Background: an optimization exercise with open tools, aiming at small area. Do not read the settings as production practice. The RTL was checked by simulation tests, not by an equivalence proof against the original design. Power figures rest on the tool's default switching activity, not on a simulated workload.

$ cat flow/design.v
module ltc_crc16_byte (
    input  wire [15:0] crc_in,
    input  wire [7:0]  data,
    output reg  [15:0] crc_out
);
    integer i;
    reg [15:0] c;
    always @(*) begin
        c = crc_in ^ {data, 8'h00};
        for (i = 0; i < 8; i = i + 1) begin
            if (c[15])
                c = {c[14:0], 1'b0} ^ 16'h1021;
            else
                c = {c[14:0], 1'b0};
        end
        crc_out = c;
    end
endmodule
module ltc_sat_counter #(
    parameter W = 16
) (
    input  wire         clk,
    input  wire         rst,
    input  wire         inc,
    output reg  [W-1:0] count
);
    wire [W:0] carry;
    assign carry[0] = inc && !(&count);
    genvar i;
    generate
        for (i = 0; i < W; i = i + 1) begin : g_carry
            assign carry[i+1] = carry[i] & count[i];
        end
    endgenerate
    always @(posedge clk)
        count <= {W{!rst}} & (count ^ carry[W-1:0]);
endmodule
module ltc_rx (
    input  wire        clk,
    input  wire        rst,             
    input  wire        flush,           
    input  wire        in_valid,
    input  wire [7:0]  in_data,
    input  wire        in_last,         
    output reg         ev_valid,
    output wire [1:0]  ev_cmd,
    output wire [3:0]  ev_ch,
    output wire [1:0]  ev_pri,
    output wire [7:0]  ev_seq,
    output wire [8:0]  ev_len,
    output wire [31:0] ev_freq,
    output wire [7:0]  ev_tx_power,
    output wire [31:0] ev_tx_count,
    output wire [31:0] ev_rx_count,
    output wire [15:0] ev_crc_count,
    output wire [39:0] ev_ack_frame,
    output wire [15:0] st_frames_rx,
    output wire [15:0] st_crc_errors,
    output wire [15:0] st_framing_errors,
    output wire [15:0] st_acks_sent,
    output wire [15:0] st_rx_out_of_order,
    output wire [15:0] st_nacks_received
);
    localparam [1:0] CMD_DATA   = 2'd0;
    localparam [1:0] CMD_ACK    = 2'd1;
    localparam [1:0] CMD_NACK   = 2'd2;
    localparam [1:0] ACK_PRIORITY = 2'd1;    
    reg        in_seg;           
    reg        fresh;            
    reg [8:0]  cnt;              
    reg [15:0] crc;              
    reg [7:0]  hdr_packed;       
    reg [7:0]  hdr_seq;          
    reg [7:0]  pl [0:14];        
    wire byte_in = in_valid && !flush;
    wire is_sync = (in_data == 8'h00);
    wire seg_end   = byte_in && is_sync && in_seg;
    wire seg_grow  = byte_in && !is_sync && in_seg;
    wire short_seg = (cnt[8:2] == 7'h7F);    
    wire len_ok    = !fresh && !short_seg;
    wire crc_ok    = (crc == 16'h0000);
    wire frame_ok  = seg_end && len_ok && crc_ok;
    wire frame_bad = seg_end && !(len_ok && crc_ok);
    wire long_seg  = !fresh && !short_seg && (cnt[8] || cnt[7:0] >= 8'd251);
    wire overflow  = seg_grow && in_last && long_seg;
    wire [1:0] f_cmd = hdr_packed[1:0];
    wire [15:0] crc_next;
    ltc_crc16_byte u_crc (.crc_in(crc), .data(in_data), .crc_out(crc_next));
    wire [15:0] crc_sync;
    ltc_crc16_byte u_crc0 (.crc_in(16'hFFFF), .data(8'h00), .crc_out(crc_sync));
    wire cap = byte_in && !is_sync;
    wire clr = byte_in && is_sync;
    wire [8:0] plen = cnt[8:0];
    wire inc_freq = (plen < 9'd4);
    wire inc_txp  = (plen < 9'd5);
    wire inc_txc  = (plen < 9'd9);
    wire inc_rxc  = (plen < 9'd13);
    wire inc_crcc = (plen < 9'd15);
    reg  [14:0] pl_inc;
    always @(*) begin
        pl_inc[3:0]   = {4{inc_freq}};
        pl_inc[4]     = inc_txp;
        pl_inc[8:5]   = {4{inc_txc}};
        pl_inc[12:9]  = {4{inc_rxc}};
        pl_inc[14:13] = {2{inc_crcc}};
    end
    integer k;
    always @(posedge clk) begin
        if (rst || flush)
            in_seg <= 1'b0;
        else if (byte_in) begin
            if (is_sync)
                in_seg <= 1'b1;
            else if (overflow)
                in_seg <= 1'b0;
        end
        if (byte_in) begin
            fresh <= is_sync;
            crc   <= is_sync ? crc_sync : crc_next;
        end
        if (cap)
            cnt <= fresh ? 9'h1FD : cnt + 9'd1;
        if (cap && fresh)
            hdr_packed <= in_data;
        if (cap && !fresh && cnt == 9'h1FD)
            hdr_seq <= in_data;
        for (k = 0; k < 15; k = k + 1)
            if ((cap && !fresh && cnt == k[8:0] - 9'd2) || (clr && pl_inc[k]))
                pl[k] <= in_data;
    end
    always @(posedge clk) begin
        if (rst)
            ev_valid <= 1'b0;
        else
            ev_valid <= frame_ok;
    end
    assign ev_cmd = f_cmd;
    assign ev_ch  = hdr_packed[7:4];
    assign ev_pri = hdr_packed[3:2];
    assign ev_seq = hdr_seq;
    assign ev_len = cnt[8:0];
    assign ev_freq      = {pl[0], pl[1], pl[2], pl[3]};
    assign ev_tx_power  = pl[4];
    assign ev_tx_count  = {pl[5], pl[6], pl[7], pl[8]};
    assign ev_rx_count  = {pl[9], pl[10], pl[11], pl[12]};
    assign ev_crc_count = {pl[13], pl[14]};
    wire [7:0]  ack_packed = {hdr_packed[7:4], ACK_PRIORITY, CMD_ACK};
    wire [15:0] ack_c1, ack_c2;
    ltc_crc16_byte u_ack1 (.crc_in(crc_sync), .data(ack_packed), .crc_out(ack_c1));
    ltc_crc16_byte u_ack2 (.crc_in(ack_c1),   .data(hdr_seq),    .crc_out(ack_c2));
    assign ev_ack_frame = {8'h00, ack_packed, hdr_seq, ack_c2};
    reg bad_q, ovf_q;
    always @(posedge clk) begin
        bad_q <= frame_bad && !rst;
        ovf_q <= overflow && !rst;
    end
    wire [15:0] st_data_frames;
    ltc_sat_counter #(.W(16)) u_frames_rx (
        .clk(clk), .rst(rst), .inc(ev_valid), .count(st_frames_rx));
    ltc_sat_counter #(.W(16)) u_crc_errors (
        .clk(clk), .rst(rst), .inc(bad_q), .count(st_crc_errors));
    ltc_sat_counter #(.W(16)) u_framing_errors (
        .clk(clk), .rst(rst), .inc(ovf_q), .count(st_framing_errors));
    ltc_sat_counter #(.W(16)) u_data_frames (
        .clk(clk), .rst(rst), .inc(ev_valid && f_cmd == CMD_DATA), .count(st_data_frames));
    ltc_sat_counter #(.W(16)) u_nacks_received (
        .clk(clk), .rst(rst), .inc(ev_valid && f_cmd == CMD_NACK), .count(st_nacks_received));
    assign st_acks_sent       = st_data_frames;
    assign st_rx_out_of_order = st_data_frames;
endmodule
$ cat flow/flow/run.sh
#!/bin/bash
# The standard layout (standard.sh) with these changes:
# - synthesis maps the combinational logic with an area-oriented ABC script,
#   and leaves adders to ABC instead of mapping them to adder cells first;
# - buffers left by synthesis are removed before the ports are buffered;
# - every output port is buffered by the smallest buffer, every input port
#   by a buf_2 (flow/pre_gpl.tcl);
# - a clock tree of small buffers without dummy loads.
# Each tool's log is in orfs/logs/; make's output is in standard.log.
set -euo pipefail
here=$PWD
export AREA_ABC_SCRIPT=$here/flow/area.abc
export ADDER_MAP_FILE=
export BUFFER_PORTS_ARGS="-outputs -buffer_cell sky130_fd_sc_hd__buf_1"
export CTS_ARGS="-sink_clustering_enable -repair_clock_nets -dont_use_dummy_load -buf_list sky130_fd_sc_hd__clkbuf_4 -sink_clustering_size 10 -sink_clustering_max_diameter 40"
export PRE_GLOBAL_PLACE_TCL=$here/flow/pre_gpl.tcl
sed "s#SYNTH_SCRIPT=[^ ]*#SYNTH_SCRIPT=$here/flow/my_synth.tcl#" standard.sh > my_standard.sh
grep -q "SYNTH_SCRIPT=$here/flow/my_synth.tcl" my_standard.sh
bash my_standard.sh > standard.log 2>&1
$ cat flow/constraint.sdc
create_clock -name core_clock -period 5.0 [get_ports {clk}]
set_input_delay 1.0000 -clock core_clock [delete_from_list [all_inputs] [get_ports {clk}]]
set_output_delay 1.0000 -clock core_clock [all_outputs]
set_load 0.01 [all_outputs]
$ cat flow/flow/pre_gpl.tcl
remove_buffers
buffer_ports -inputs -buffer_cell sky130_fd_sc_hd__buf_2
$ cat flow/standard.sh
#!/bin/bash
# synth_recipe.tcl (not shown) runs the flow's synth.tcl, then flattens the netlist and writes it again
# the make line also repeats each setting of config.mk as NAME=value (left out here)
make -C /OpenROAD-flow-scripts/flow DESIGN_CONFIG=/design/flow/config.mk WORK_HOME=/design/flow/orfs CLKGATE_MAP_FILE= SYNTH_SCRIPT=/design/flow/synth_recipe.tcl "${@:-finish}"
$ cat flow/config.mk
export PLATFORM = sky130hd
export DESIGN_NAME = ltc_rx
export DESIGN_NICKNAME = ltc_rx
export VERILOG_FILES = /design/flow/design.v
export SDC_FILE = /design/flow/constraint.sdc
export NUM_CORES = 4
export LEC_CHECK = 0
export CAP_MARGIN = 0
export CORE_MARGIN = 2
export CORE_UTILIZATION = 65
export GPL_TIMING_DRIVEN = 0
export PLACE_DENSITY = 0.75
export SLEW_MARGIN = 0
$ cat flow/flow/my_synth.tcl
# The standard flow's synthesis script (synth_recipe.tcl), with ABC's combinational
# mapping run from an area-oriented script (flow/area.abc). Registers are
# mapped before ABC runs, so they are the same as the standard synthesis's.
proc synth {args} { yosys synth -nofsm -noshare {*}$args }
proc abc {args} {
  set i [lsearch -exact $args -script]
  if {$i >= 0} {
    set args [lreplace $args [expr {$i+1}] [expr {$i+1}] $::env(AREA_ABC_SCRIPT)]
  }
  yosys abc {*}$args
}
source $::env(SCRIPTS_DIR)/synth.tcl
# left out here: clear keep_hierarchy, flatten, clean up, hide names made inside functions, write 1_2_yosys.v
$ cat flow/flow/area.abc
strash
&get -n
&fraig -x
&put
scorr
dc2
strash
dch -f
dc2
&get -n
&dch -f
&nf -R 1000 -p -a -F 8 -A 4
&put
topo
stime -c
dnsize -c
==> flow_metrics.env, run 1 <==
export IMPL_portBuffers=282
export IMPL_wire_per_inst_um=18.7
export IMPL_yosysSeqAreaShare=0.714
export IMPL_globalRouteOverflowTotal=0
export IMPL_clock_path_buffers=3
export IMPL_hold_class="flip-flop to flip-flop"
export IMPL_arrival_ns=3.69
export IMPL_status="timing/DRC/antenna clean"
export IMPL_root_buffer="clkbuf_4"
export IMPL_critPathKind="input port to flip-flop"
export IMPL_peakVddDrop_v=0.000266
export IMPL_wl_met1_um=8570
export IMPL_top_layer_used="met4"
export IMPL_vias=6609
export IMPL_final_hold_violation_count=0
export IMPL_cts_resized=0
export IMPL_antenna_found_initial=1
export IMPL_clock_skew_ns=0.0477
export IMPL_seq_power_share=0.685
export IMPL_nNetsFinal=986
export IMPL_ys_ff_latch=246
export IMPL_rsz0062_at_grt="no"
export IMPL_die_x_um=123
export IMPL_switching_share=0.217
export IMPL_period_needed_ns=3.45
export IMPL_drc_errors=0
export IMPL_wl_met3_um=1900
export IMPL_design_area_um2=10400
export IMPL_drt_pass1_iterations=5
export IMPL_die_h_um=123
export IMPL_setup_viol=0
export IMPL_grt_pass1_vias=6020
export IMPL_leakage_uw=0.00344
export IMPL_p_switching_uw=701
export IMPL_netlist_area_um2=9170
export IMPL_clkTransAtPathRegs_ns=0.08
export IMPL_track_usage=0.276
export IMPL_slew_viol_final=0
export IMPL_grt_pass1_wl_um=31900
export IMPL_core_um2=13800
export IMPL_via_per_inst=5.74
export IMPL_drt_iter0_drc=605
export IMPL_dp_slack_ns=0.959
export IMPL_tns_ns=0
export IMPL_initial_core_util=0.663
export IMPL_synth_edf_count=162
export IMPL_required_ns=5.24
export IMPL_yosysWarnings=4
export IMPL_grt_max_degree=84
export IMPL_async_flop_share=0
export IMPL_place_area_um2=10200
export IMPL_p_int_uw=2520
export IMPL_slew_headroom=0.0852
export IMPL_worst_setup_path_start_kind="input port"
export IMPL_gp_congestion=0.877
export IMPL_h_tree_depth=1
export IMPL_nFillCells=951
export IMPL_tritoncts="built"
export IMPL_worstMarginPinSlew_ns=1.36
export IMPL_power_density_nw_per_um2=309
export IMPL_clk_latency_ns=0.65
export IMPL_cts_buffers=31
export IMPL_ios=295
export IMPL_syn_avg_cell_area_um2=13.3
export IMPL_max_cap_violations=0
export IMPL_hpwlAfterDp_um=15000
export IMPL_cp_max_fo=20
export IMPL_synth_flop_cell="edfxtp_1"
export IMPL_rows=43
export IMPL_setup_ws_ns=1.55
export IMPL_ant_nets=0
export IMPL_endpoint_kind="flip-flop"
export IMPL_clock_power_share=0.266
export IMPL_areaGrowthSynthToFinish_pct=13.9
export IMPL_wl_met2_um=10600
export IMPL_max_freq_ghz=0.290
export IMPL_routed_wl_um=21500
export IMPL_drive_gt1_frac=0.0453
export IMPL_pwr_share_comb=0.048
export IMPL_postCtsHoldBufs=0
export IMPL_dieArea_um2=15100
export IMPL_cts_sinks=246
export IMPL_cts_setup_buffers=0
export IMPL_synth_cells=688
export IMPL_synth_distinct_cells=37
export IMPL_post_route_period_util=0.690
## through the flow
stage	hold WS (ns)	utilization	instances	total power, µW
CTS	0.501	0.755	1151	3240
finish	0.500	0.756	1152	3220
detailed placement	0.481	0.738	1120	2410
global route	0.516	0.756	1152	3340
floorplan	0.474	-	698	2350
global placement	0.472	0.738	1120	2400
## power by group through the flow
stage | Clock (µW) | Combinational [µW] | Sequential [µW]
6_report | 858 | 156 | 2210
5_1_grt | 953 | 172 | 2210
4_1_cts | 873 | 155 | 2210
3_5_place_dp | 0 | 155 | 2260
3_3_place_gp | 0 | 148 | 2250
2_1_floorplan | 0 | 93.9 | 2250
## critical path, stage by stage
cell and delay [ns]:
buf_2 0.11, nor2b_2 0.75, nand2_1 0.22, nor2_1 0.30, nand2_1 0.20, o31ai_1 1.10
## cells in the mapped netlist, drive strengths merged, types with 8 or more instances
library cell / number / area share
dfxtp: 84 / 0.18
and3: 20 / 0.014
nor4: 10 / 0.0068
and2: 18 / 0.012
a21oi: 59 / 0.032
nand2: 18 / 0.0074
nand2b: 8 / 0.0055
nor2b: 9 / 0.0061
o21ai: 21 / 0.011
nor3: 54 / 0.029
xnor2: 21 / 0.020
nand4: 21 / 0.014
o21bai: 16 / 0.013
buf: 40 / 0.033
xor2: 20 / 0.019
edfxtp: 162 / 0.53
nor2: 56 / 0.023
## registers in the layout, summed over array words and instances (netlist names), 9 cells and up
register                count
pl                        120
crc                        16
u_crc_errors.count         16
u_data_frames.count        16
u_frames_rx.count          16
u_framing_errors.count     16
u_nacks_received.count     16
cnt                         9
## path summary, 6_finish.rpt
path	slack, ns	to	start	cells past startpoint
max	1.55	pl[8][6]	flush	6
min	0.50	u_crc_errors.count[15]	u_crc_errors.count[15]	2
max reg2reg	1.73	u_nacks_received.count[14]	ev_valid	12
min reg2reg	0.50	u_crc_errors.count[15]	u_crc_errors.count[15]	2
## final cells by class
class,instances,area [µm²],area share
repair buffers,282,1080,0.103
multi-input cells,408,2350,0.225
diodes,1,2.50,0.000240
inverters,4,15.0,0.00144
flip-flops and latches,246,6550,0.627
clock buffers,31,233,0.0223
well taps,180,225,0.0216
## layout by cell type, fill, tap and decap left out, types with 12 or more instances in the layout
master / netlist / layout
o21bai_1: 16 / 16
buf_1: 0 / 270
and3_1: 20 / 20
dfxtp_1: 84 / 84
edfxtp_1: 162 / 162
xnor2_1: 21 / 21
a21oi_1: 59 / 59
nor3_1: 54 / 54
conb_1: 2 / 12
and2_0: 18 / 18
clkbuf_4: 0 / 31
nand2_1: 18 / 18
xor2_1: 20 / 20
nor2_1: 56 / 56
o21ai_0: 21 / 20
nand4_1: 21 / 21
## cell families after synthesis
logic type | share of synthesized area
xor+xnor | 0.0392
buf+inv | 0.0344
simple gates | 0.135
other cells | 0.000819
compound gates | 0.0772
flops | 0.714
## metal layers
metal	GRT usage	vias to the layer above
li1	-	3095
met1	0.360	3155
met2	0.461	317
met3	0.0618	42
met4	0.0941	0
met5	0	-
==> run 2, diff against run 1 <==
--- a/flow/flow/run.sh
+++ b/flow/flow/run.sh
@@ -7,3 +7,4 @@
 #   by a buf_2 (flow/pre_gpl.tcl);
-# - a clock tree of small buffers without dummy loads.
+# - a clock tree of small buffers without dummy loads;
+# - the constant outputs share synthesis's two tie cells (no tie fanout repair).
 # Each tool's log is in orfs/logs/; make's output is in standard.log.
@@ -15,2 +16,3 @@
 export CTS_ARGS="-sink_clustering_enable -repair_clock_nets -dont_use_dummy_load -buf_list sky130_fd_sc_hd__clkbuf_4 -sink_clustering_size 10 -sink_clustering_max_diameter 40"
+export SKIP_REPAIR_TIE_FANOUT=1
 export PRE_GLOBAL_PLACE_TCL=$here/flow/pre_gpl.tcl
==> flow_metrics.env, run 2 <==
export IMPL_status="timing/DRC/antenna clean"
export IMPL_synth_flop_cell="edfxtp_1"
export IMPL_root_buffer="clkbuf_4"
export IMPL_clock_power_share=0.264
export IMPL_hold_class="flip-flop to flip-flop"
export IMPL_min_to="u_framing_errors.count[14]"
export IMPL_rr_worst_depth=13
export IMPL_seq_power_share=0.687
export IMPL_clock_path_buffers=3
export IMPL_rows=43
export IMPL_dp_slack_ns=0.906
export IMPL_endpoint_kind="flip-flop"
export IMPL_async_flop_share=0
export IMPL_synth_most_common_cell="edfxtp_1"
export IMPL_arrival_ns=3.86
export IMPL_layout_commonest_cell="buf_1"
export IMPL_rsz0062_at_grt="no"
export IMPL_power_density_nw_per_um2=309
export IMPL_ios=295
export IMPL_critical_path_top_delay_family="simple AND/OR/NAND/NOR gates"
export IMPL_synth_edf_count=162
export IMPL_leakage_uw=0.00341
export IMPL_yosys_area_top_type="edfxtp_1"
export IMPL_synth_cells=688
export IMPL_switching_share=0.218
export IMPL_yosysWarnings=4
export IMPL_slew_headroom=0.160
export IMPL_drt_pass1_iterations=5
export IMPL_grt_max_degree=84
export IMPL_slew_viol_final=0
export IMPL_cpMostUsedCell="and3_1"
export IMPL_multiInputGateArea_um2=2320
export IMPL_p_switching_uw=701
export IMPL_hpwlAfterDp_um=15500
export IMPL_cts_resized=0
export IMPL_grt_pass1_vias=6016
export IMPL_synth_distinct_cells=37
export IMPL_top_register="pl"
export IMPL_max_cap_violations=0
export IMPL_clock_skew_ns=0.0459
export IMPL_crit_chain="nand4_1 > nor4_1 > nor3_1 > and3_1 > and2_0 > and3_1 > and2_0 > and3_1 > and2_0 > and3_1 > and3_1 > a31oi_1 > nor2_1"
export IMPL_setup_viol=0
export IMPL_pwr_share_comb=0.048
export IMPL_required_ns=5.52
export IMPL_cts_sinks=246
export IMPL_holdPathStages=1
export IMPL_nNetsFinal=975
export IMPL_final_hold_violation_count=0
export IMPL_yosys_top_cells_count="162 x edfxtp_1, 84 x dfxtp_1, 59 x a21oi_1, 56 x nor2_1, 54 x nor3_1"
export IMPL_most_common_layout_cells="270 x buf_1, 162 x edfxtp_1, 84 x dfxtp_1"
export IMPL_worstHoldStart="u_framing_errors.count[14]"
export IMPL_tritoncts="built"
export IMPL_path_buf_inv=0
export IMPL_core_um2=13800
export IMPL_gp_congestion=0.910
export IMPL_nFillCells=963
export IMPL_ant_nets=0
export IMPL_peakVddDrop_v=0.000248
export IMPL_post_route_period_util=0.668
export IMPL_die_h_um=123
export IMPL_slowest_delay_ns=0.44
export IMPL_vias=6652
export IMPL_critPathSlowestCell="dfxtp_1"
export IMPL_cts_setup_buffers=0
export IMPL_syn_avg_cell_area_um2=13.3
export IMPL_max_freq_ghz=0.299
export IMPL_grt_pass1_wl_um=32100
export IMPL_worstMarginPinSlew_ns=1.25
export IMPL_track_usage=0.276
export IMPL_crit_reg2reg_launch="u_nacks_received.count[9]"
export IMPL_synth_top_cell_area_share=0.530
export IMPL_drive_gt1_frac=0.0469
export IMPL_cp_max_fo=6
export IMPL_drt_iter0_drc=638
export IMPL_tns_ns=0
export IMPL_portBuffers=282
export IMPL_worst_r2r_endpoint="u_nacks_received.count[15]"
export IMPL_wire_per_inst_um=19.3
export IMPL_ff_latch_area_um2=6550
export IMPL_critPathKind="flip-flop to flip-flop"
export IMPL_worst_setup_path_start_kind="flip-flop"
export IMPL_p_int_uw=2510
export IMPL_period_needed_ns=3.34
export IMPL_routed_wl_um=21900
export IMPL_initial_core_util=0.663
export IMPL_clk_latency_ns=0.66
export IMPL_r2r_slack_ns=1.66
export IMPL_dieArea_um2=15100
export IMPL_drc_errors=0
export IMPL_cts_buffers=30
export IMPL_antenna_cells=0
export IMPL_setup_ws_ns=1.66
export IMPL_postCtsHoldBufs=0
export IMPL_synthTopCellsByArea="edfxtp_1 53%, dfxtp_1 18%, buf_4 3.3%"
export IMPL_clkTransAtPathRegs_ns=0.10
export IMPL_via_per_inst=5.84
export IMPL_largest_register_ffs=120
export IMPL_areaGrowthSynthToFinish_pct=13.5
export IMPL_yosysSeqAreaShare=0.714
export IMPL_netlist_area_um2=9170
export IMPL_antenna_found_initial=0
export IMPL_h_tree_depth=1
export IMPL_globalRouteOverflowTotal=0
export IMPL_hold_slack_ns=0.513
export IMPL_ys_ff_latch=246
export IMPL_die_x_um=123
run 2: cell counts after synthesis:
No cell type changed its count.
run 2: final cells by class:
type,count,area share
Clock buffer,30,0.0216
Inverter,4,0.00144
Multi-Input combinational cell,398,0.223
Sequential cell,246,0.629
Tap cell,180,0.0216
Timing Repair Buffer,282,0.103
run 2: worst max-delay path by stage:
stage,start,endpoint,slack (ns),cells after the start
finish,u_nacks_received.count[9],u_nacks_received.count[15],1.66,13
global route,u_nacks_received.count[13],u_nacks_received.count[15],1.43,13
CTS,flush,pl[2][2],1.56,6
detailed placement,flush,pl[5][0],0.91,6
global placement,flush,pl[2][5],0.56,6
floorplan,in_valid,pl[11][0],1.41,5
run 2: per-stage QoR:
step | instances | utilization | instance area (µm²) | power (µW)
2_1_floorplan | 688 | - | 9170 | 2350
4_1_cts | 1140 | 0.752 | 10400 | 3230
5_1_grt | 1140 | 0.753 | 10400 | 3320
3_5_place_dp | 1110 | 0.736 | 10200 | 2410
6_report | 1140 | 0.753 | 10400 | 3210
3_3_place_gp | 1110 | 0.735 | 10200 | 2400
run 2: kinds of logic (layout without fill, tap and decap cells):
family | Yosys count | in the layout | share of synthesized area
other cells | 2 | 2 | 0.000819
flops | 246 | 246 | 0.714
buf+inv | 44 | 316 | 0.0344
compound gates | 120 | 120 | 0.0772
simple gates | 235 | 235 | 0.135
xor+xnor | 41 | 41 | 0.0392
run 2: layer usage:
layer	part of all wire	vias to the layer above	GRT usage	wire length (µm)
met1	0.39	3223	0.367	8590
met3	0.087	38	0.0553	1910
li1	-	3080	-	-
met4	0.020	0	0.0733	447
met5	0	-	0	0
met2	0.50	311	0.469	11000
run 2: power by group through the flow:
stage | Combinational, µW | Sequential [µW] | Clock [µW]
after CTS | 154 | 2210 | 866
after global routing | 172 | 2210 | 936
final | 155 | 2210 | 850
after detailed placement | 153 | 2260 | 0
after floorplan | 93.9 | 2250 | 0
after global placement | 147 | 2250 | 0
==> run 3, diff against run 2 <==
--- a/flow/config.mk
+++ b/flow/config.mk
@@ -9,5 +9,5 @@
 export CORE_MARGIN = 2
-export CORE_UTILIZATION = 65
+export CORE_UTILIZATION = 55
 export GPL_TIMING_DRIVEN = 0
-export PLACE_DENSITY = 0.75
+export PLACE_DENSITY = 0.65
 export SLEW_MARGIN = 0
==> flow_metrics.env, run 3 <==
export IMPL_setup_viol=0
export IMPL_power_density_nw_per_um2=313
export IMPL_drt_pass1_iterations=5
export IMPL_grt_pass1_wl_um=33300
export IMPL_ys_ff_latch=246
export IMPL_yosys_top_cells_count="162 x edfxtp_1, 84 x dfxtp_1, 59 x a21oi_1, 56 x nor2_1, 54 x nor3_1"
export IMPL_clock_skew_ns=0.0479
export IMPL_portBuffers=282
export IMPL_cts_setup_buffers=0
export IMPL_clkTransAtPathRegs_ns=0.08
export IMPL_dp_cells=1150
export IMPL_critPathKind="input port to flip-flop"
export IMPL_nFillCells=1353
export IMPL_h_tree_depth=2
export IMPL_total_power_uw=3280
export IMPL_antenna_found_initial=1
export IMPL_gp_congestion=0.861
export IMPL_synth_top_cell_area_share=0.530
export IMPL_vias=6590
export IMPL_track_usage=0.240
export IMPL_setup_ws_ns=1.52
export IMPL_drt_iter0_drc=382
export IMPL_slew_headroom=0.124
export IMPL_netlist_area_um2=9170
export IMPL_cp_max_fo=20
export IMPL_initial_core_util=0.557
export IMPL_worst_setup_path_start_kind="input port"
export IMPL_nNetsFinal=979
export IMPL_async_flop_share=0
export IMPL_hpwlAfterDp_um=15400
export IMPL_yosysWarnings=4
export IMPL_synth_most_common_cell="edfxtp_1"
export IMPL_dp_slack_ns=0.942
export IMPL_wire_per_inst_um=18.8
export IMPL_grt_pass1_vias=6148
export IMPL_p_switching_uw=726
export IMPL_hold_class="flip-flop to flip-flop"
export IMPL_globalRouteOverflowTotal=0
export IMPL_yosysSeqAreaShare=0.714
export IMPL_seq_power_share=0.674
export IMPL_clock_path_buffers=3
export IMPL_synth_edf_count=162
export IMPL_synth_flop_cell="edfxtp_1"
export IMPL_pwr_share_comb=0.047
export IMPL_yosys_area_top_type="edfxtp_1"
export IMPL_areaGrowthSynthToFinish_pct=14.3
export IMPL_endpoint_kind="flip-flop"
export IMPL_tns_ns=0
export IMPL_required_ns=5.18
export IMPL_most_common_layout_cells="270 x buf_1, 162 x edfxtp_1, 84 x dfxtp_1"
export IMPL_drive_gt1_frac=0.0488
export IMPL_routed_wl_um=22300
export IMPL_finalNonFillerCells=1185
export IMPL_final_hold_violation_count=0
export IMPL_leakage_uw=0.00342
export IMPL_cts_resized=0
export IMPL_clock_power_share=0.279
export IMPL_cts_sinks=246
export IMPL_synth_cells=688
export IMPL_status="timing/DRC/antenna clean"
export IMPL_ios=295
export IMPL_via_per_inst=5.56
export IMPL_clk_latency_ns=0.62
export IMPL_max_cap_violations=0
export IMPL_die_h_um=133
export IMPL_cts_buffers=34
export IMPL_tritoncts="built"
export IMPL_dieArea_um2=17700
export IMPL_grt_max_degree=84
export IMPL_max_freq_ghz=0.287
export IMPL_die_x_um=133
export IMPL_syn_avg_cell_area_um2=13.3
export IMPL_switching_share=0.221
export IMPL_largest_register_ffs=120
export IMPL_rows=47
export IMPL_period_needed_ns=3.48
export IMPL_synth_distinct_cells=37
export IMPL_drc_errors=0
export IMPL_layout_commonest_cell="buf_1"
export IMPL_worstMarginPinSlew_ns=1.30
export IMPL_post_route_period_util=0.696
export IMPL_rsz0062_at_grt="no"
export IMPL_root_buffer="clkbuf_4"
export IMPL_slew_viol_final=0
export IMPL_peakVddDrop_v=0.000185
export IMPL_ant_nets=0
export IMPL_synthTopCellsByArea="edfxtp_1 53%, dfxtp_1 18%, buf_4 3.3%"
export IMPL_top_register="pl"
export IMPL_p_int_uw=2550
export IMPL_core_um2=16500
export IMPL_postCtsHoldBufs=0
export IMPL_arrival_ns=3.66
run 3: cell counts after synthesis:
No cell type changed its count.
run 3: kinds of logic after synthesis:
| kind of cell | after synthesis | synth area share |
|---|---|---|
| AOI/OAI and AO/OA | 120 | 0.0772 |
| xor gates and xnor gates | 41 | 0.0392 |
| buffers and inverters | 44 | 0.0344 |
| DFF | 246 | 0.714 |
| other | 2 | 0.000819 |
| and+or+nand+nor | 235 | 0.135 |
run 3: area by class of cell:
type / instances / area, µm² / area share
Antenna cell: 1 / 2.50 / 0.000239
Multi-Input combinational cell: 398 / 2310 / 0.221
Tap cell: 220 / 275 / 0.0263
Clock buffer: 34 / 255 / 0.0243
Timing Repair Buffer: 282 / 1080 / 0.103
Sequential cell: 246 / 6550 / 0.624
Inverter: 4 / 15.0 / 0.00143
run 3: worst max-delay path, stage by stage:
cell     delay [ns]
buf_2          0.11
nor2b_2        0.75
nand2_1        0.21
nor2_1         0.32
nand2_1        0.22
o31ai_1        1.04
run 3: per-stage QoR:
stage | area (µm²) | hold WS (ns) | util
6_report | 10500 | 0.509 | 0.637
3_5_place_dp | 10200 | 0.492 | 0.621
4_1_cts | 10500 | 0.513 | 0.636
2_1_floorplan | 9170 | 0.474 | -
5_1_grt | 10500 | 0.533 | 0.637
3_3_place_gp | 10200 | 0.469 | 0.621
run 3: power groups by stage:
stage | Clock [µW] | Combinational (µW) | Sequential, µW
after CTS | 943 | 155 | 2210
final | 915 | 156 | 2210
after detailed placement | 0 | 153 | 2250
after global placement | 0 | 150 | 2250
after global routing | 1020 | 171 | 2210
after floorplan | 0 | 93.9 | 2250
run 3: path summary, 6_finish.rpt:
kind,depth (start not counted),startpoint,slack [ns],end
max,6,flush,1.52,pl[11][7]
max reg2reg,13,u_nacks_received.count[13],1.65,u_nacks_received.count[15]
min,2,u_crc_errors.count[13],0.51,u_crc_errors.count[13]
min reg2reg,2,u_crc_errors.count[13],0.51,u_crc_errors.count[13]
run 3: per-layer routing:
layer / wire length, µm / global-route usage / up-vias
li1: - / - / 3092
met1: 9090 / 0.312 / 3153
met2: 11000 / 0.403 / 302
met3: 1790 / 0.0510 / 43
met4: 483 / 0.0887 / 0
met5: 0 / 0 / -
==> run 4, diff against run 3 <==
--- a/flow/config.mk
+++ b/flow/config.mk
@@ -9,5 +9,5 @@
 export CORE_MARGIN = 2
-export CORE_UTILIZATION = 55
+export CORE_UTILIZATION = 75
 export GPL_TIMING_DRIVEN = 0
-export PLACE_DENSITY = 0.65
+export PLACE_DENSITY = 0.85
 export SLEW_MARGIN = 0
==> flow_metrics.env, run 4 <==
export IMPL_antenna_cells=0
export IMPL_holdPathStages=2
export IMPL_clock_power_share=0.265
export IMPL_cts_buffers=30
export IMPL_final_util=0.866
export IMPL_cp_max_fo=6
export IMPL_rows=40
export IMPL_p_switching_uw=708
export IMPL_setup_viol=0
export IMPL_tns_ns=0
export IMPL_layout_commonest_cell="buf_1"
export IMPL_postCtsHoldBufs=0
export IMPL_critPathKind="flip-flop to flip-flop"
export IMPL_clk_latency_ns=0.65
export IMPL_die_x_um=115
export IMPL_hold_class="flip-flop to flip-flop"
export IMPL_pwr_share_comb=0.049
export IMPL_final_hold_violation_count=0
export IMPL_rr_worst_depth=13
export IMPL_worstHoldStart="u_framing_errors.count[15]"
export IMPL_netlist_area_um2=9170
export IMPL_worst_r2r_endpoint="u_nacks_received.count[14]"
export IMPL_yosysSeqAreaShare=0.714
export IMPL_wire_per_inst_um=20.7
export IMPL_ant_nets=0
export IMPL_ios=295
export IMPL_areaGrowthSynthToFinish_pct=13.0
export IMPL_min_to="u_framing_errors.count[15]"
export IMPL_rsz0062_at_grt="no"
export IMPL_clkTransAtPathRegs_ns=0.11
export IMPL_slew_headroom=0.144
export IMPL_cts_setup_buffers=0
export IMPL_drt_iter0_drc=928
export IMPL_synth_cells=688
export IMPL_dp_slack_ns=0.830
export IMPL_status="timing/DRC/antenna clean"
export IMPL_synth_edf_count=162
export IMPL_initial_core_util=0.767
export IMPL_h_tree_depth=1
export IMPL_syn_avg_cell_area_um2=13.3
export IMPL_yosys_area_top_type="edfxtp_1"
export IMPL_yosys_top_cells_count="162 x edfxtp_1, 84 x dfxtp_1, 59 x a21oi_1, 56 x nor2_1, 54 x nor3_1"
export IMPL_drt_pass1_iterations=6
export IMPL_track_usage=0.338
export IMPL_async_flop_share=0
export IMPL_grt_pass1_vias=6437
export IMPL_routed_wl_um=22900
export IMPL_via_per_inst=6.23
export IMPL_synth_flop_cell="edfxtp_1"
export IMPL_worstMarginPinSlew_ns=1.27
export IMPL_globalRouteOverflowTotal=0
export IMPL_vias=6894
export IMPL_switching_share=0.220
export IMPL_tritoncts="built"
export IMPL_synth_distinct_cells=37
export IMPL_yosysWarnings=4
export IMPL_max_freq_ghz=0.289
export IMPL_p_int_uw=2510
export IMPL_grt_max_degree=84
export IMPL_endpoint_kind="flip-flop"
export IMPL_die_h_um=115
export IMPL_hpwlAfterDp_um=16000
export IMPL_gp_congestion=0.864
export IMPL_drive_gt1_frac=0.0458
export IMPL_synth_top_cell_area_share=0.530
export IMPL_synthTopCellsByArea="edfxtp_1 53%, dfxtp_1 18%, buf_4 3.3%"
export IMPL_dieArea_um2=13100
export IMPL_drc_errors=0
export IMPL_worst_setup_path_start_kind="flip-flop"
export IMPL_core_um2=12000
export IMPL_slew_viol_final=0
export IMPL_crit_reg2reg_launch="u_nacks_received.count[6]"
export IMPL_leakage_uw=0.00340
export IMPL_ys_ff_latch=246
export IMPL_synth_most_common_cell="edfxtp_1"
export IMPL_max_cap_violations=0
export IMPL_total_power_uw=3220
export IMPL_largest_register_ffs=120
export IMPL_period_needed_ns=3.46
export IMPL_critPathLaunch="u_nacks_received.count[6]"
export IMPL_root_buffer="clkbuf_4"
export IMPL_arrival_ns=4.02
export IMPL_seq_power_share=0.686
export IMPL_most_common_layout_cells="270 x buf_1, 162 x edfxtp_1, 84 x dfxtp_1"
export IMPL_grt_pass1_wl_um=34100
export IMPL_peakVddDrop_v=0.000241
export IMPL_r2r_slack_ns=1.54
export IMPL_required_ns=5.55
export IMPL_top_register="pl"
export IMPL_cts_resized=0
export IMPL_antenna_found_initial=0
export IMPL_post_route_period_util=0.693
export IMPL_nNetsFinal=975
export IMPL_setup_ws_ns=1.54
export IMPL_portBuffers=282
export IMPL_power_density_nw_per_um2=311
export IMPL_cts_sinks=246
export IMPL_clock_path_buffers=3
export IMPL_clock_skew_ns=0.0373
[run 4: cell counts after synthesis]
No cell type changed its count.
[run 4: area by class of cell]
type | instances | area [µm²]
well taps | 147 | 184
fillers | 615 | 1600
multi-input cells | 398 | 2320
clock buffers | 30 | 225
repair buffers | 282 | 1080
inverters | 4 | 15.0
flip-flops and latches | 246 | 6550
[run 4: worst max path at each step]
stage / end / depth (start not counted) / slack (ns)
after global routing: u_nacks_received.count[14] / 12 / 1.25
after floorplan: pl[11][0] / 5 / 1.41
after global placement: pl[12][1] / 6 / 0.56
after detailed placement: pl[12][5] / 6 / 0.83
after CTS: pl[12][6] / 6 / 1.49
final: u_nacks_received.count[14] / 13 / 1.54
[run 4: power groups by stage]
stage / clock, µW / combinational (µW) / sequential [µW]
finish: 854 / 158 / 2210
floorplan: 0 / 93.9 / 2250
detailed placement: 0 / 153 / 2260
global route: 938 / 171 / 2210
CTS: 863 / 155 / 2210
global placement: 0 / 145 / 2250
[run 4: metal layers]
| layer | up-vias | part of all wire | global-route usage |
|---|---|---|---|
| li1 | 3085 | - | - |
| met1 | 3283 | 0.36 | 0.432 |
| met2 | 446 | 0.52 | 0.585 |
| met3 | 80 | 0.084 | 0.0418 |
| met4 | 0 | 0.038 | 0.154 |
| met5 | - | 0 | 0 |
[run 4: metrics by stage]
stage | instances | area, µm² | hold slack (ns)
floorplan | 688 | 9170 | 0.474
global placement | 1077 | 10100 | 0.468
detailed placement | 1077 | 10100 | 0.485
CTS | 1107 | 10400 | 0.503
global route | 1107 | 10400 | 0.526
finish | 1107 | 10400 | 0.505
[run 4: cell families after synthesis]
logic type	after synthesis	synth area share
compound gates	120	0.0772
xor+xnor	41	0.0392
buf+inv	44	0.0344
flops	246	0.714
other cells	2	0.000819
simple gates	235	0.135
[run 4: worst max-delay path: stages, from the launching register on]
cell      delay, ns
dfxtp_1        0.37
nand4_1        0.13
nor4_1         0.07
nor3_1         0.25
and3_1         0.24
and2_0         0.25
and3_1         0.23
and2_0         0.25
and3_1         0.26
and2_0         0.31
and3_1         0.31
and3_1         0.30
a21oi_1        0.10
a311oi_1       0.28
==> run 5, diff against run 4 <==
--- a/flow/flow/run.sh
+++ b/flow/flow/run.sh
@@ -15,3 +15,3 @@
 export BUFFER_PORTS_ARGS="-outputs -buffer_cell sky130_fd_sc_hd__buf_1"
-export CTS_ARGS="-sink_clustering_enable -repair_clock_nets -dont_use_dummy_load -buf_list sky130_fd_sc_hd__clkbuf_4 -sink_clustering_size 10 -sink_clustering_max_diameter 40"
+export CTS_ARGS="-sink_clustering_enable -repair_clock_nets -dont_use_dummy_load -buf_list sky130_fd_sc_hd__clkbuf_2 -root_buf sky130_fd_sc_hd__clkbuf_4 -sink_clustering_size 6 -sink_clustering_max_diameter 30"
 export SKIP_REPAIR_TIE_FANOUT=1
--- a/flow/config.mk
+++ b/flow/config.mk
@@ -9,5 +9,5 @@
 export CORE_MARGIN = 2
-export CORE_UTILIZATION = 75
+export CORE_UTILIZATION = 65
 export GPL_TIMING_DRIVEN = 0
-export PLACE_DENSITY = 0.85
+export PLACE_DENSITY = 0.75
 export SLEW_MARGIN = 0
==> flow_metrics.env, run 5 <==
export IMPL_switching_share=0.230
export IMPL_nFillCells=962
export IMPL_power_density_nw_per_um2=313
export IMPL_yosysWarnings=4
export IMPL_yosys_top_cells_count="162 x edfxtp_1, 84 x dfxtp_1, 59 x a21oi_1, 56 x nor2_1, 54 x nor3_1"
export IMPL_leakage_uw=0.00347
export IMPL_postCtsHoldBufs=0
export IMPL_clock_skew_ns=0.0384
export IMPL_track_usage=0.284
export IMPL_period_needed_ns=3.39
export IMPL_cts_buffers=48
export IMPL_nNetsFinal=993
export IMPL_max_cap_violations=0
export IMPL_arrival_ns=3.59
export IMPL_clock_path_buffers=3
export IMPL_netlist_area_um2=9170
export IMPL_worstHoldStart="u_nacks_received.count[6]"
export IMPL_drive_gt1_frac=0.0644
export IMPL_syn_avg_cell_area_um2=13.3
export IMPL_synth_cells=688
export IMPL_via_per_inst=5.81
export IMPL_drt_pass1_iterations=5
export IMPL_root_buffer="clkbuf_4"
export IMPL_most_common_layout_cells="270 x buf_1, 162 x edfxtp_1, 84 x dfxtp_1"
export IMPL_path_buf_inv=1
export IMPL_synth_top_cell_area_share=0.530
export IMPL_slew_headroom=0.127
export IMPL_synth_flop_cell="edfxtp_1"
export IMPL_critPathSlowestCell="o31ai_1"
export IMPL_die_h_um=123
export IMPL_antenna_found_initial=0
export IMPL_endpoint_kind="flip-flop"
export IMPL_p_int_uw=2510
export IMPL_die_x_um=123
export IMPL_h_tree_depth=2
export IMPL_tritoncts="built"
export IMPL_synth_distinct_cells=37
export IMPL_status="timing/DRC/antenna clean"
export IMPL_async_flop_share=0
export IMPL_synth_edf_count=162
export IMPL_post_route_period_util=0.677
export IMPL_multiInputGateArea_um2=2320
export IMPL_dieArea_um2=15100
export IMPL_setup_viol=0
export IMPL_p_switching_uw=751
export IMPL_layout_commonest_cell="buf_1"
export IMPL_wire_per_inst_um=19.3
export IMPL_initial_core_util=0.663
export IMPL_vias=6732
export IMPL_rsz0062_at_grt="no"
export IMPL_top_register="pl"
export IMPL_core_um2=13800
export IMPL_grt_pass1_wl_um=32700
export IMPL_max_freq_ghz=0.295
export IMPL_cp_max_fo=20
export IMPL_dp_cells=1110
export IMPL_finalNonFillerCells=1158
export IMPL_critical_path_top_delay_family="simple AND/OR/NAND/NOR gates"
export IMPL_slowest_delay_ns=0.99
export IMPL_cts_sinks=246
export IMPL_worst_setup_path_start_kind="input port"
export IMPL_peakVddDrop_v=0.000260
export IMPL_cpMostUsedCell="nand2_1"
export IMPL_yosys_area_top_type="edfxtp_1"
export IMPL_synth_most_common_cell="edfxtp_1"
export IMPL_yosysSeqAreaShare=0.714
export IMPL_ant_nets=0
export IMPL_hold_class="flip-flop to flip-flop"
export IMPL_globalRouteOverflowTotal=0
export IMPL_pwr_share_comb=0.047
export IMPL_final_util=0.755
export IMPL_ios=295
export IMPL_ys_ff_latch=246
export IMPL_final_hold_violation_count=0
export IMPL_antenna_cells=0
export IMPL_clock_power_share=0.275
export IMPL_rows=43
export IMPL_largest_register_ffs=120
export IMPL_seq_power_share=0.677
export IMPL_required_ns=5.21
export IMPL_ff_latch_area_um2=6550
export IMPL_critPathLaunch="flush"
export IMPL_critPathKind="input port to flip-flop"
export IMPL_grt_pass1_vias=6186
export IMPL_areaGrowthSynthToFinish_pct=13.8
export IMPL_portBuffers=282
export IMPL_grt_max_degree=84
export IMPL_crit_chain="buf_2 > nor2b_2 > nand2_1 > nor2_1 > nand2_1 > o31ai_1"
export IMPL_cts_resized=0
export IMPL_routed_wl_um=22400
export IMPL_drt_iter0_drc=616
export IMPL_synthTopCellsByArea="edfxtp_1 53%, dfxtp_1 18%, buf_4 3.3%"
export IMPL_cts_setup_buffers=0
export IMPL_clkTransAtPathRegs_ns=0.07
export IMPL_crit_reg2reg_launch="u_nacks_received.count[13]"
export IMPL_drc_errors=0
export IMPL_tns_ns=0
export IMPL_hpwlAfterDp_um=15500
export IMPL_slew_viol_final=0
export IMPL_clk_latency_ns=0.61
export IMPL_worstMarginPinSlew_ns=1.30
export IMPL_gp_congestion=0.910
[run 5: kinds of logic after synthesis]
kind of cell           count (synthesis)  synth area share
AND/OR/NAND/NOR                      235             0.135
other                                  2          0.000819
buffers and inverters                 44            0.0344
flip-flops                           246             0.714
AO/OA/AOI/OAI                        120            0.0772
XOR/XNOR                              41            0.0392
[run 5: per-layer routing]
layer  GRT usage  routed length (µm)
met1       0.366                8750
met2       0.469               11100
met3      0.0809                2010
met4      0.0891                 546
met5           0                   0
[run 5: stage by stage]
stage	total power, µW	setup slack [ns]	hold WS, ns	area, µm²
finish	3260	1.61	0.516	10400
global route	3380	1.42	0.533	10400
CTS	3290	1.53	0.514	10400
detailed placement	2410	0.906	0.486	10200
global placement	2400	0.563	0.467	10200
floorplan	2350	1.41	0.474	9170
[run 5: final cells by class]
class | count | share of cell area
clock buffers | 48 | 0.0242
repair buffers | 282 | 0.103
multi-input cells | 398 | 0.222
flip-flops and latches | 246 | 0.627
inverters | 4 | 0.00144
well taps | 180 | 0.0216
[run 5: final timing paths]
| path | end | slack (ns) | cells past startpoint |
|---|---|---|---|
| worst max register to register | u_nacks_received.count[15] | 1.67 | 13 |
| worst min register to register | u_nacks_received.count[6] | 0.52 | 1 |
| worst max-delay path | pl[11][1] | 1.61 | 6 |
| worst min-delay path | u_nacks_received.count[6] | 0.52 | 1 |
[run 5: worst register-to-register path: stages, from the launching register on]
cell and delay [ns]:
dfxtp_1 0.46, nand4_1 0.13, nor4_1 0.35, nor3_1 0.11, and3_1 0.23, and2_0 0.22, and3_1 0.24, and2_0 0.22
and3_1 0.23, and2_0 0.23, and3_1 0.26, and3_1 0.25, a31oi_1 0.20, nor2_1 0.06
[run 5: power by group through the flow]
stage,Sequential (µW),Clock [µW],Combinational [µW]
3_5_place_dp,2260,0,153
6_report,2210,898,155
2_1_floorplan,2250,0,93.9
4_1_cts,2210,922,154
3_3_place_gp,2250,0,147
5_1_grt,2210,1000,172
==> run 6, diff against run 5 <==
--- a/flow/flow/run.sh
+++ b/flow/flow/run.sh
@@ -15,3 +15,3 @@
 export BUFFER_PORTS_ARGS="-outputs -buffer_cell sky130_fd_sc_hd__buf_1"
-export CTS_ARGS="-sink_clustering_enable -repair_clock_nets -dont_use_dummy_load -buf_list sky130_fd_sc_hd__clkbuf_2 -root_buf sky130_fd_sc_hd__clkbuf_4 -sink_clustering_size 6 -sink_clustering_max_diameter 30"
+export CTS_ARGS="-sink_clustering_enable -repair_clock_nets -dont_use_dummy_load -buf_list sky130_fd_sc_hd__clkbuf_4 -sink_clustering_size 10"
 export SKIP_REPAIR_TIE_FANOUT=1
==> flow_metrics.env, run 6 <==
export IMPL_drc_errors=0
export IMPL_cp_num_cells=13
export IMPL_yosysWarnings=4
export IMPL_power_density_nw_per_um2=333
export IMPL_ant_nets=0
export IMPL_arrival_ns=3.83
export IMPL_h_tree_depth=2
export IMPL_ys_ff_latch=246
export IMPL_synthTopCellsByArea="edfxtp_1 53%, dfxtp_1 18%, buf_4 3.3%"
export IMPL_period_needed_ns=3.37
export IMPL_hold_class="flip-flop to flip-flop"
export IMPL_holdPathStages=1
export IMPL_clock_skew_ns=0.0514
export IMPL_routed_wl_um=22500
export IMPL_rows=43
export IMPL_hpwlAfterDp_um=15500
export IMPL_synth_distinct_cells=37
export IMPL_crit_reg2reg_launch="u_nacks_received.count[13]"
export IMPL_top_register="pl"
export IMPL_min_to="u_nacks_received.count[6]"
export IMPL_r2r_slack_ns=1.63
export IMPL_wire_per_inst_um=19.2
export IMPL_nFillCells=939
export IMPL_nNetsFinal=1003
export IMPL_die_h_um=123
export IMPL_tns_ns=0
export IMPL_synth_top_cell_area_share=0.530
export IMPL_synth_flop_cell="edfxtp_1"
export IMPL_drt_pass1_iterations=5
export IMPL_slowest_delay_ns=0.44
export IMPL_tritoncts="built"
export IMPL_max_freq_ghz=0.296
export IMPL_cp_max_fo=7
export IMPL_synth_cells=688
export IMPL_largest_register_ffs=120
export IMPL_rsz0062_at_grt="no"
export IMPL_vias=6826
export IMPL_max_cap_violations=0
export IMPL_drive_gt1_frac=0.0739
export IMPL_worst_r2r_endpoint="u_nacks_received.count[15]"
export IMPL_cpMostUsedCell="and3_1"
export IMPL_clk_latency_ns=0.65
export IMPL_yosys_top_cells_count="162 x edfxtp_1, 84 x dfxtp_1, 59 x a21oi_1, 56 x nor2_1, 54 x nor3_1"
export IMPL_initial_core_util=0.663
export IMPL_synth_most_common_cell="edfxtp_1"
export IMPL_via_per_inst=5.84
export IMPL_place_area_um2=10200
export IMPL_ff_latch_area_um2=6550
export IMPL_async_flop_share=0
export IMPL_ios=295
export IMPL_worst_setup_path_start_kind="flip-flop"
export IMPL_die_x_um=123
export IMPL_dp_cells=1110
export IMPL_cts_buffers=58
export IMPL_rr_worst_depth=13
export IMPL_critical_path_top_delay_family="simple AND/OR/NAND/NOR gates"
export IMPL_slew_headroom=0.170
export IMPL_areaGrowthSynthToFinish_pct=15.8
export IMPL_endpoint_kind="flip-flop"
export IMPL_most_common_layout_cells="270 x buf_1, 162 x edfxtp_1, 84 x dfxtp_1"
export IMPL_critPathKind="flip-flop to flip-flop"
export IMPL_busiest_layer="met2"
export IMPL_peakVddDrop_v=0.000260
export IMPL_netlist_area_um2=9170
export IMPL_drt_iter0_drc=590
export IMPL_antenna_found_initial=1
export IMPL_use_met3=0.0795
export IMPL_setup_viol=0
export IMPL_cts_setup_buffers=0
export IMPL_yosysSeqAreaShare=0.714
export IMPL_status="timing/DRC/antenna clean"
export IMPL_design_area_um2=10600
export IMPL_synth_edf_count=162
export IMPL_worstMarginPinSlew_ns=1.23
export IMPL_critPathSlowestCell="dfxtp_1"
export IMPL_finalNonFillerCells=1169
export IMPL_slew_viol_final=0
export IMPL_postCtsHoldBufs=0
export IMPL_leakage_uw=0.00353
export IMPL_met2_usage=0.473
export IMPL_globalRouteOverflowTotal=0
export IMPL_dieArea_um2=15100
export IMPL_core_um2=13800
export IMPL_multiInputGateArea_um2=2320
export IMPL_path_buf_inv=0
export IMPL_crit_chain="nand4_1 > nor4_1 > nor3_1 > and3_1 > and2_0 > and3_1 > and2_0 > and3_1 > and2_0 > and3_1 > and3_1 > a31oi_1 > nor2_1"
export IMPL_cts_resized=0
export IMPL_grt_pass1_vias=6337
export IMPL_yosys_area_top_type="edfxtp_1"
export IMPL_track_usage=0.287
export IMPL_clkTransAtPathRegs_ns=0.06
export IMPL_grt_max_degree=84
export IMPL_final_hold_violation_count=0
export IMPL_use_met1=0.362
export IMPL_root_buffer="clkbuf_4"
export IMPL_gp_congestion=0.910
export IMPL_worstHoldStart="u_nacks_received.count[6]"
export IMPL_clock_path_buffers=3
export IMPL_total_power_uw=3540
export IMPL_syn_avg_cell_area_um2=13.3
export IMPL_cts_sinks=246
export IMPL_portBuffers=282
export IMPL_layout_commonest_cell="buf_1"
export IMPL_grt_pass1_wl_um=32900
export IMPL_post_route_period_util=0.675
export IMPL_required_ns=5.45
## run 6: cell counts after synthesis
No cell type changed its count.
## run 6: power breakdown
group	internal, µW	switching, µW
clock	525	642
sequential	2190	18.6
combinational	47.1	108
total	2770	768
## run 6: metrics by stage
| step | setup WS, ns | util | hold slack [ns] |
|---|---|---|---|
| after global routing | 1.38 | 0.768 | 0.530 |
| after global placement | 0.563 | 0.735 | 0.467 |
| final | 1.63 | 0.768 | 0.506 |
| after floorplan | 1.41 | - | 0.474 |
| after CTS | 1.56 | 0.767 | 0.504 |
| after detailed placement | 0.906 | 0.736 | 0.486 |
## run 6: cell families (layout without fill, tap and decap cells)
| kind of cell | count (synthesis) | in the layout | share of synthesized area |
|---|---|---|---|
| other | 2 | 3 | 0.000819 |
| flip-flops | 246 | 246 | 0.714 |
| AND/OR/NAND/NOR | 235 | 235 | 0.135 |
| XOR/XNOR | 41 | 41 | 0.0392 |
| AO/OA/AOI/OAI | 120 | 120 | 0.0772 |
| buffers and inverters | 44 | 344 | 0.0344 |
## run 6: worst register-to-register path, stage by stage, from the launching register on
cell and delay, ns:
dfxtp_1 0.44, nand4_1 0.13, nor4_1 0.36, nor3_1 0.12, and3_1 0.23, and2_0 0.22, and3_1 0.24, and2_0 0.23
and3_1 0.24, and2_0 0.23, and3_1 0.27, and3_1 0.26, a31oi_1 0.20, nor2_1 0.06
## run 6: routing by layer
layer | vias up | part of all wire
met4 | 0 | 0.026
met1 | 3275 | 0.39
met3 | 41 | 0.091
met2 | 369 | 0.50
met5 | - | 0
li1 | 3141 | -
## run 6: worst max-delay path by stage
stage | startpoint | endpoint
floorplan | in_valid | pl[11][0]
global placement | flush | pl[2][5]
global route | u_nacks_received.count[13] | u_nacks_received.count[15]
CTS | flush | pl[5][0]
finish | u_nacks_received.count[13] | u_nacks_received.count[15]
detailed placement | flush | pl[5][0]
## run 6: final cells by class
class | instances | share of cell area
multi-input cells | 398 | 0.219
diodes | 1 | 0.000236
clock buffers | 58 | 0.0410
repair buffers | 282 | 0.101
flip-flops and latches | 246 | 0.616
well taps | 180 | 0.0212
inverters | 4 | 0.00141
==> run 7, diff against run 6 <==
--- a/flow/flow/run.sh
+++ b/flow/flow/run.sh
@@ -15,3 +15,3 @@
 export BUFFER_PORTS_ARGS="-outputs -buffer_cell sky130_fd_sc_hd__buf_1"
-export CTS_ARGS="-sink_clustering_enable -repair_clock_nets -dont_use_dummy_load -buf_list sky130_fd_sc_hd__clkbuf_4 -sink_clustering_size 10"
+export CTS_ARGS="-repair_clock_nets -dont_use_dummy_load -buf_list sky130_fd_sc_hd__clkbuf_4"
 export SKIP_REPAIR_TIE_FANOUT=1
==> flow_metrics.env, run 7 <==
export IMPL_cp_max_fo=6
export IMPL_critical_path_top_delay_family="simple AND/OR/NAND/NOR gates"
export IMPL_vias=6767
export IMPL_hold_class="flip-flop to flip-flop"
export IMPL_nNetsFinal=994
export IMPL_core_um2=13800
export IMPL_max_freq_ghz=0.300
export IMPL_rr_worst_depth=13
export IMPL_wl_met1_um=8750
export IMPL_synthTopCellsByArea="edfxtp_1 53%, dfxtp_1 18%, buf_4 3.3%"
export IMPL_clk_latency_ns=0.70
export IMPL_final_hold_violation_count=0
export IMPL_h_tree_depth=5
export IMPL_cpMostUsedCell="and3_1"
export IMPL_rsz0062_at_grt="no"
export IMPL_synth_edf_count=162
export IMPL_most_common_layout_cells="270 x buf_1, 162 x edfxtp_1, 84 x dfxtp_1"
export IMPL_setup_ws_ns=1.67
export IMPL_top_register="pl"
export IMPL_yosys_top_cells_count="162 x edfxtp_1, 84 x dfxtp_1, 59 x a21oi_1, 56 x nor2_1, 54 x nor3_1"
export IMPL_largest_register_ffs=120
export IMPL_globalRouteOverflowTotal=0
export IMPL_syn_avg_cell_area_um2=13.3
export IMPL_ant_nets=0
export IMPL_cp_num_cells=13
export IMPL_synth_cells=688
export IMPL_required_ns=5.57
export IMPL_dp_slack_ns=0.906
export IMPL_postCtsHoldBufs=0
export IMPL_critPathSlowestCell="dfxtp_1"
export IMPL_wl_met3_um=2050
export IMPL_drt_pass1_iterations=5
export IMPL_r2r_slack_ns=1.67
export IMPL_critPathKind="flip-flop to flip-flop"
export IMPL_root_buffer="clkbuf_4"
export IMPL_gp_congestion=0.910
export IMPL_synth_most_common_cell="edfxtp_1"
export IMPL_areaGrowthSynthToFinish_pct=15.1
export IMPL_power_density_nw_per_um2=326
export IMPL_clock_skew_ns=0.0512
export IMPL_yosys_area_top_type="edfxtp_1"
export IMPL_setup_viol=0
export IMPL_peakVddDrop_v=0.000251
export IMPL_netlist_area_um2=9170
export IMPL_grt_max_degree=84
export IMPL_worst_r2r_endpoint="u_nacks_received.count[15]"
export IMPL_worstHoldStart="u_nacks_received.count[6]"
export IMPL_synth_flop_cell="edfxtp_1"
export IMPL_period_needed_ns=3.33
export IMPL_min_to="u_nacks_received.count[6]"
export IMPL_layout_commonest_cell="buf_1"
export IMPL_tns_ns=0
export IMPL_track_usage=0.290
export IMPL_dieArea_um2=15100
export IMPL_cts_sinks=246
export IMPL_slew_viol_final=0
export IMPL_crit_reg2reg_launch="u_nacks_received.count[14]"
export IMPL_post_route_period_util=0.666
export IMPL_endpoint_kind="flip-flop"
export IMPL_clkTransAtPathRegs_ns=0.12
export IMPL_drive_gt1_frac=0.0654
export IMPL_tritoncts="built"
export IMPL_place_area_um2=10200
export IMPL_cts_buffers=49
export IMPL_clock_path_buffers=3
export IMPL_async_flop_share=0
export IMPL_cts_resized=0
export IMPL_ys_ff_latch=246
export IMPL_leakage_uw=0.00349
export IMPL_die_x_um=123
export IMPL_synth_top_cell_area_share=0.530
export IMPL_design_area_um2=10600
export IMPL_crit_chain="nand4_1 > nor4_1 > nor3_1 > and3_1 > and2_0 > and3_1 > and2_0 > and3_1 > and2_0 > and3_1 > and3_1 > a31oi_1 > nor2_1"
export IMPL_initial_core_util=0.663
export IMPL_antenna_found_initial=1
export IMPL_cts_setup_buffers=0
export IMPL_portBuffers=282
export IMPL_final_util=0.763
export IMPL_total_power_uw=3450
export IMPL_synth_distinct_cells=37
export IMPL_wire_per_inst_um=19.3
export IMPL_die_h_um=123
export IMPL_worstMarginPinSlew_ns=1.23
export IMPL_slowest_delay_ns=0.44
export IMPL_grt_pass1_wl_um=32700
export IMPL_drc_errors=0
export IMPL_max_cap_violations=0
export IMPL_worst_setup_path_start_kind="flip-flop"
export IMPL_arrival_ns=3.90
export IMPL_slew_headroom=0.173
export IMPL_yosysWarnings=4
export IMPL_via_per_inst=5.83
export IMPL_routed_wl_um=22400
export IMPL_drt_iter0_drc=631
export IMPL_holdPathStages=1
export IMPL_hpwlAfterDp_um=15500
export IMPL_rows=43
export IMPL_path_buf_inv=0
export IMPL_grt_pass1_vias=6183
export IMPL_top_layer_used="met4"
export IMPL_yosysSeqAreaShare=0.714
export IMPL_ios=295
export IMPL_status="timing/DRC/antenna clean"
export IMPL_wl_met2_um=11000
==> run 7: cell counts after synthesis <==
No cell type changed its count.
==> run 7: layout make-up <==
class	count	area, µm²
Antenna cell	1	2.50
Sequential cell	246	6550
Fill cell	936	3270
Inverter	4	15.0
Clock buffer	49	368
Multi-Input combinational cell	398	2320
Tap cell	180	225
Timing Repair Buffer	282	1080
==> run 7: worst max path at each step <==
stage	from	to	slack (ns)
5_1_grt	u_nacks_received.count[14]	u_nacks_received.count[15]	1.45
3_3_place_gp	flush	pl[2][5]	0.56
6_report	u_nacks_received.count[14]	u_nacks_received.count[15]	1.67
2_1_floorplan	in_valid	pl[11][0]	1.41
3_5_place_dp	flush	pl[5][0]	0.91
4_1_cts	flush	pl[2][1]	1.59
==> run 7: routing by layer <==
layer	vias to the layer above	global-route usage
met2	364	0.464
li1	3119	-
met5	-	0
met4	0	0.123
met3	51	0.0841
met1	3233	0.372
==> run 7: cell families (layout without fill, tap and decap cells) <==
kind of cell    after synthesis  in the layout  share of synthesized area
other cells                   2              3                   0.000819
compound gates              120            120                     0.0772
flops                       246            246                      0.714
buf+inv                      44            335                     0.0344
xor+xnor                     41             41                     0.0392
simple gates                235            235                      0.135
==> run 7: report_power, final <==
| group | switching (µW) | internal [µW] | total, µW | leakage (µW) |
|---|---|---|---|---|
| registers | 18.4 | 2190 | 2210 | 0.00213 |
| logic | 108 | 47.1 | 155 | 0.00114 |
| clock network | 630 | 450 | 1080 | 0.000225 |
==> run 7: metrics by stage <==
| step | hold slack (ns) | instances |
|---|---|---|
| floorplan | 0.474 | 688 |
| global placement | 0.467 | 1110 |
| detailed placement | 0.486 | 1110 |
| CTS | 0.479 | 1159 |
| global route | 0.482 | 1160 |
| finish | 0.513 | 1160 |

[port drivers added, routing unchanged]
The results above use ideal ports. As a check the final layouts listed here were re-extracted and re-timed, cells and wires unchanged.
Step 1: set_driving_cell puts a clkbuf_16 on clk and a buf_2 on each other input, an assumption about the parent block.
Step 2, shift: input delay + t, output delay - t, t = (earliest + latest rising clock arrival at the registers) / 2. This alone moves slack from input paths to output paths.
Slacks: ideal / step 1 / step 2; pairs: ideal / step 1.
| run | t, ns | setup WS [ns] | clock arrival spread, ns | worst register clock-pin slew, ns | pins driven straight from the clock port |
|---|---|---|---|---|---|
| run 1 | 0.668 | 1.552 / 1.569 / 0.901 | 0.048 / 0.048 | 0.11 / 0.11 | 1 |
| run 2 | 0.659 | 1.661 / 1.661 / 1.036 | 0.057 / 0.056 | 0.11 / 0.11 | 1 |
| run 3 | 0.635 | 1.518 / 1.533 / 0.898 | 0.054 / 0.053 | 0.11 / 0.11 | 1 |
| run 4 | 0.666 | 1.537 / 1.537 / 0.938 | 0.038 / 0.038 | 0.11 / 0.11 | 1 |
| run 5 | 0.627 | 1.614 / 1.625 / 0.997 | 0.053 / 0.053 | 0.12 / 0.12 | 1 |
| run 6 | 0.654 | 1.626 / 1.626 / 1.018 | 0.067 / 0.066 | 0.07 / 0.07 | 1 |
| run 7 | 0.717 | 1.668 / 1.668 / 1.005 | 0.053 / 0.054 | 0.12 / 0.12 | 1 |
After both steps every run listed still meets setup and hold. The setup slack of run 7, which loses most, moves by 0.000 ns with the drivers and by -0.663 ns with both steps.
